Background: an optimization exercise with open tools, aiming at a short achievable clock period and few clock cycles. Do not read the settings as production practice. The RTL was checked by simulation tests, not by an equivalence proof against the original design. Power is estimated from default activity; no workload was simulated.

==> zinc: inputs <==
## mvn_cpu
module mvn_cpu (
    input  wire        clk,
    input  wire        rst,
    output reg         mem_req,
    output reg         mem_we,
    output reg  [11:0] mem_addr,
    output reg  [7:0]  mem_wdata,
    input  wire        mem_ready,
    input  wire [7:0]  mem_rdata,
    output wire        in_ready,
    input  wire        in_valid,
    input  wire [11:0] in_data,
    output wire        out_valid,
    output wire [11:0] out_data,
    output wire        halted,
    input  wire        resume,
    output wire        done,
    output wire        faulted,
    output wire [3:0]  fault_code,
    output wire [12:0] pc_o,
    output wire [11:0] ac_o
);
Settings: LEC_CHECK=0, ABC_CLOCK_PERIOD_IN_PS=3000, CAP_MARGIN=35, CORE_MARGIN=2, CORE_UTILIZATION=20, PLACE_DENSITY=0.4, SETUP_SLACK_MARGIN=3.0, SLEW_MARGIN=35; clock period 7.0 ns.
run.sh (not shown) runs the stock make flow with config.mk's settings and CLKGATE_MAP_FILE= SYNTH_SCRIPT=/design/flow/synth_recipe.tcl, a recipe that flattens the netlist after the stock synthesis.
==> juniper (differences from zinc) <==
--- a/flow/design.v
+++ b/flow/design.v
@@ -76,12 +76,11 @@
     reg        e_sqok;       
     reg        e_mt, e_mnt;      
     reg        e_jmp, e_jz, e_jn, e_lv, e_add, e_mul, e_div, e_ld, e_sc, e_rs,
                e_hm, e_gd, e_pd, e_os, e_st, e_st_ok, e_aend, e_odd, e_rdop;
     reg [11:0] e_d;              
-    reg [11:0] e_dadd;           
-    reg [11:0] e_dabs;           
+    reg        e_sub;            
     reg        e_dsgn, e_dzero, e_hibad, e_lodd;
     reg [5:0]  e_b1, e_b2, e_bn;  
     reg [11:0] ac;
     reg        ending, done_r, end_faulted;
     reg [3:0]  end_code;
@@ -109,11 +108,15 @@
     wire        d_hit = d_hit_w && !d_a[0];
     wire        st_commit;
     wire [7:0]  st_b0, st_b1;
     wire        fdone;
     wire [15:0] f_word_m = {fhi, mem_rdata};
-    wire        alloc = fdone && !fa[0];
+    reg         pa_v, pa_i, pa_pnras, pa_ctl, pa_needs, pa_jmpe, pa_os;
+    reg  [10:0] pa_tag;
+    reg  [15:0] pa_word;
+    reg  [12:0] pa_pn;
+    wire        alloc = pa_v && !(st_commit && wov(e_a[11:1], e_a1[11:1], pa_tag, pa_tag));
     wire [12:0] fm_pc2 = {inc13({2'b00, fa[11:1]}), 1'b0};
     wire [12:0] fm_a2  = {inc13({2'b00, f_word_m[11:1]}), 1'b0};
     reg  [12:0] fm_pn;
     always @(*) begin
         case (f_word_m[15:12])
@@ -143,18 +146,18 @@
     reg         prev_ok;
     mvn_icache #(.N(NI), .B(6)) icache (
         .clk(clk), .rst(rst), .addr(pcf[11:1]), .hit(f_hit), .word(f_word_c),
         .pn(f_pn), .pnras(f_pnras), .fold(f_fold), .m(f_m),
         .ctl(c_ctl), .needs(c_needs), .jmpe(c_jmpe), .os(c_os), .clr_pend(c_clr),
-        .alloc_ctl(fm_ctl), .alloc_needs(fm_needs), .alloc_jmpe(fm_jmpe), .alloc_os(fm_os),
-        .alloc(alloc && f_for_i), .alloc_tag(fa[11:1]), .alloc_word(f_word_m),
-        .alloc_pn(fm_pn), .alloc_pnras(fm_pnras),
+        .alloc_ctl(pa_ctl), .alloc_needs(pa_needs), .alloc_jmpe(pa_jmpe), .alloc_os(pa_os),
+        .alloc(alloc && pa_i), .alloc_tag(pa_tag), .alloc_word(pa_word),
+        .alloc_pn(pa_pn), .alloc_pnras(pa_pnras),
         .st(st_commit), .st_a0(e_a), .st_a1(e_a1),
         .train(tr_v), .train_m(tr_m), .train_tgt(tr_tgt));
     mvn_wcache #(.N(ND), .B(5)) dcache (
         .clk(clk), .rst(rst), .addr(d_a[11:1]), .hit(d_hit_w), .word(d_word_c),
-        .alloc(alloc && !f_for_i), .alloc_tag(fa[11:1]), .alloc_word(f_word_m),
+        .alloc(alloc && !pa_i), .alloc_tag(pa_tag), .alloc_word(pa_word),
         .st(st_commit), .st_a0(e_a), .st_a1(e_a1), .st_b0(st_b0), .st_b1(st_b1));
     wire e_real = e_v && !e_ff && !ending;
     wire sb_room = (sb_cnt <= SBD - 2);
     wire sb_ne   = (sb_cnt != 0);
     reg [11:0] mp_r [0:5];
@@ -177,11 +180,11 @@
     wire [11:0] cs_cc = ((cs_as & cs_ac) | (cs_as & cs_bs) | (cs_ac & cs_bs)) << 1;
     wire [11:0] cs_ds = cs_cs ^ cs_cc ^ cs_bc;
     wire [11:0] cs_dc = ((cs_cs & cs_cc) | (cs_cs & cs_bc) | (cs_cc & cs_bc)) << 1;
     wire [13:0] mul_sum = padd({1'b0, cs_ds}, {1'b0, cs_dc}, 1'b0);
     wire [11:0] mul_res = mul_sum[11:0];
-    wire [13:0] add_sum = padd({1'b0, ac}, {1'b0, e_dadd}, 1'b0);
+    wire [13:0] add_sum = padd({1'b0, ac}, {1'b0, e_d ^ {12{e_sub}}}, e_sub);
     wire [11:0] add_res = add_sum[11:0];
     wire [13:0] dv_sh = {div_rem, div_quo[11:10]};
     wire [14:0] dv_s1 = padd({1'b0, dv_sh}, ~{2'b00, div_dvs}, 1'b1);
     wire [14:0] dv_s2 = padd({1'b0, dv_sh}, ~{1'b0, div_dvs, 1'b0}, 1'b1);
     wire [14:0] dv_s3 = padd({1'b0, dv_sh}, ~{1'b0, div_d3}, 1'b1);
@@ -197,10 +200,12 @@
     wire div_last = (div_left == 3'd0);
     wire [12:0] div_qn  = inc13({1'b0, ~dv_quo_n});
     wire [11:0] div_res = div_neg ? div_qn[11:0] : dv_quo_n;
     wire [12:0] ac_neg = inc13({1'b0, ~ac});
     wire [11:0] dv_x = ac[11] ? ac_neg[11:0] : ac;
+    wire [12:0] d_negw = inc13({1'b0, ~e_d});
+    wire [11:0] e_dabs = e_dsgn ? d_negw[11:0] : e_d;      
     wire        dv_lt0 = ltu12(dv_x, e_dabs);
     wire        dv_q1  = !dv_lt0 && ltu12(dv_x >> 1, e_dabs);    
     wire [13:0] dv_y3  = padd({1'b0, e_dabs}, {e_dabs, 1'b0}, 1'b0);
     reg  [11:0] dv_rem0, dv_quo0;
     reg  [2:0]  dv_left0;
@@ -274,12 +279,10 @@
     wire d_ready = !d_needs || (!d_haz && (d_hit || d_fill));
     wire [15:0] d_word = d_hit ? d_word_c : f_word_m;
     wire d_go    = d_v && d_ready && e_free && !flush && !kill && !ending;
     wire d_free  = !d_v || d_go || kill;
     wire [11:0] dd     = d_word[11:0];
-    wire [12:0] dd_negw = inc13({1'b0, ~dd});
-    wire [11:0] dd_neg = dd_negw[11:0];
     wire [12:0] dd_b   = {dd, 1'b0};
     reg  [5:0]  db1, db2, dbn;
     integer b;
     always @(*) begin
         for (b = 0; b < 6; b = b + 1) begin
@@ -339,10 +342,11 @@
             end_faulted <= 1'b0;
             end_code    <= E_NONE;
             end_pc      <= 13'd0;
             div_act     <= 1'b0;
             fs          <= 1'b0;
+            pa_v        <= 1'b0;
             sb_head     <= {SBB{1'b0}};
             sb_tail     <= {SBB{1'b0}};
             sb_cnt      <= {(SBB+1){1'b0}};
         end else begin
             if (flush || alloc) prev_ok <= 1'b0;
@@ -404,12 +408,11 @@
                 e_rdop  <= (d_op == OP_ADD) || (d_op == OP_SUB) || (d_op == OP_MUL) ||
                            (d_op == OP_DIV) || (d_op == OP_LD)  || (d_op == OP_RS);
                 e_aend  <= (d_a == 12'hFFF);
                 e_odd   <= d_a[0];
                 e_d     <= dd;
-                e_dadd  <= (d_op == OP_SUB) ? dd_neg : dd;
-                e_dabs  <= dd[11] ? dd_neg : dd;
+                e_sub   <= (d_op == OP_SUB);
                 e_dsgn  <= dd[11];
                 e_dzero <= (dd == 12'd0);
                 e_hibad <= (d_word[15:12] != 4'd0);
                 e_lodd  <= d_word[0];
                 e_b1    <= db1;
@@ -454,25 +457,32 @@
                 sb_d[sb_tail + 1'b1] <= st_b1;
                 sb_tail              <= sb_tail + 2'd2;
             end
             if (wr_now) sb_head <= sb_head + 1'b1;
             sb_cnt <= sb_cnt + (st_commit ? 2'd2 : 2'd0) - (wr_now ? 1'b1 : 1'b0);
-            if (st_commit && wov(e_a[11:1], e_a1[11:1], fa[11:1], fa_cur[11:1])) fdirty <= 1'b1;
-            if (flush || ending) begin
-                fs <= 1'b0;
-            end else if (!fs) begin
-                if (f_start) begin
-                    fs      <= 1'b1;
-                    f_for_i <= !d_want;
-                    fa      <= f_req;
-                    fa_cur  <= f_req + 12'd1;
-                    fhi     <= mem_rdata;
-                    fdirty  <= st_commit && (wov(e_a[11:1], e_a1[11:1], f_req[11:1], f_req[11:1]) || f_req[0]);
-                end
-            end else if (rd_lo) begin
-                fs <= 1'b0;
+            if (!fs) begin
+                f_for_i <= !d_want;
+                fa      <= f_req;
+                fa_cur  <= f_req + 12'd1;
+                fhi     <= mem_rdata;
+                fdirty  <= st_commit && (wov(e_a[11:1], e_a1[11:1], f_req[11:1], f_req[11:1]) || f_req[0]);
+            end else if (st_commit && wov(e_a[11:1], e_a1[11:1], fa[11:1], fa_cur[11:1])) begin
+                fdirty  <= 1'b1;
             end
+            if (flush || ending) fs <= 1'b0;
+            else if (!fs)        fs <= f_start;
+            else if (rd_lo)      fs <= 1'b0;
+            pa_v     <= fdone && !fa[0];
+            pa_i     <= f_for_i;
+            pa_tag   <= fa[11:1];
+            pa_word  <= f_word_m;
+            pa_pn    <= fm_pn;
+            pa_pnras <= fm_pnras;
+            pa_ctl   <= fm_ctl;
+            pa_needs <= fm_needs;
+            pa_jmpe  <= fm_jmpe;
+            pa_os    <= fm_os;
         end
     end
 endmodule
 module mvn_wcache #(parameter integer N = 32, parameter integer B = 5) (
     input  wire        clk,
Settings changed: ABC_CLOCK_PERIOD_IN_PS 3000 to 2500, CORE_UTILIZATION 20 to 25, PLACE_DENSITY 0.4 to 0.45, SETUP_SLACK_MARGIN 3.0 to 3.2.
==> run notes <==
Row count: zinc 335; juniper 300
Headroom to the max-slew limit: zinc 25.6%; juniper 29.4%
Largest fanout of any net on the critical path: zinc 16; juniper 6
Dpl cell area: zinc 185,000 sq um; juniper 182,000 sq um
Signed area change from the synthesized netlist to the final layout: zinc 25.1%; juniper 23.9%
Post-synthesis instance total: zinc 15.4k; juniper 14.6k
Result of the run: zinc finished clean; juniper finished clean
Routing usage on met2: zinc 33.2%; juniper 39.6%
Cell-internal power: zinc 32.7 mW; juniper 32.6 mW
Core box area: zinc 832,000 sq um; juniper 668,000 sq um
Non-clock buffer count in the final layout: zinc 1,557; juniper 1,504
Buf/Inv on CP: zinc 10; juniper 2
Sequential cell area fraction in the yosys report: zinc 52.6%; juniper 52.9%
Testbench counts of zinc, summed over its fixed seeds: cycles 22,548.
Testbench counts of juniper, summed over its fixed seeds: cycles 22,549.

-- re-timing with driven ports --
In the flow no input, the clock included, has a driving cell. The finished layouts below were timed again as built, in two steps. Step 1 assumes that a clkbuf_16 drives the clock port and a buf_2 every other input. Step 2 adds t to the input delays and takes it off the output delays; t is the mean of the earliest and latest rising clock arrival at the registers after step 1. Input paths then give back, and output paths get back, about the clock's delay inside the block. a / b / c = no drivers / after step 1 / after step 2; a / b = the first two.
| run | t (ns) | setup WS [ns] | worst data-port slew with drivers (ns) | cell pins on the clock port's net |
|---|---|---|---|---|
| zinc | 1.183 | 2.624 / 2.616 / 1.865 | 0.07 | 1 |
| juniper | 1.172 | 2.671 / 2.528 / 1.936 | 0.08 | 1 |
After both steps every run listed still meets setup and hold. The setup slack of zinc, which loses most, moves by -0.008 ns with the drivers and by -0.759 ns with both steps.
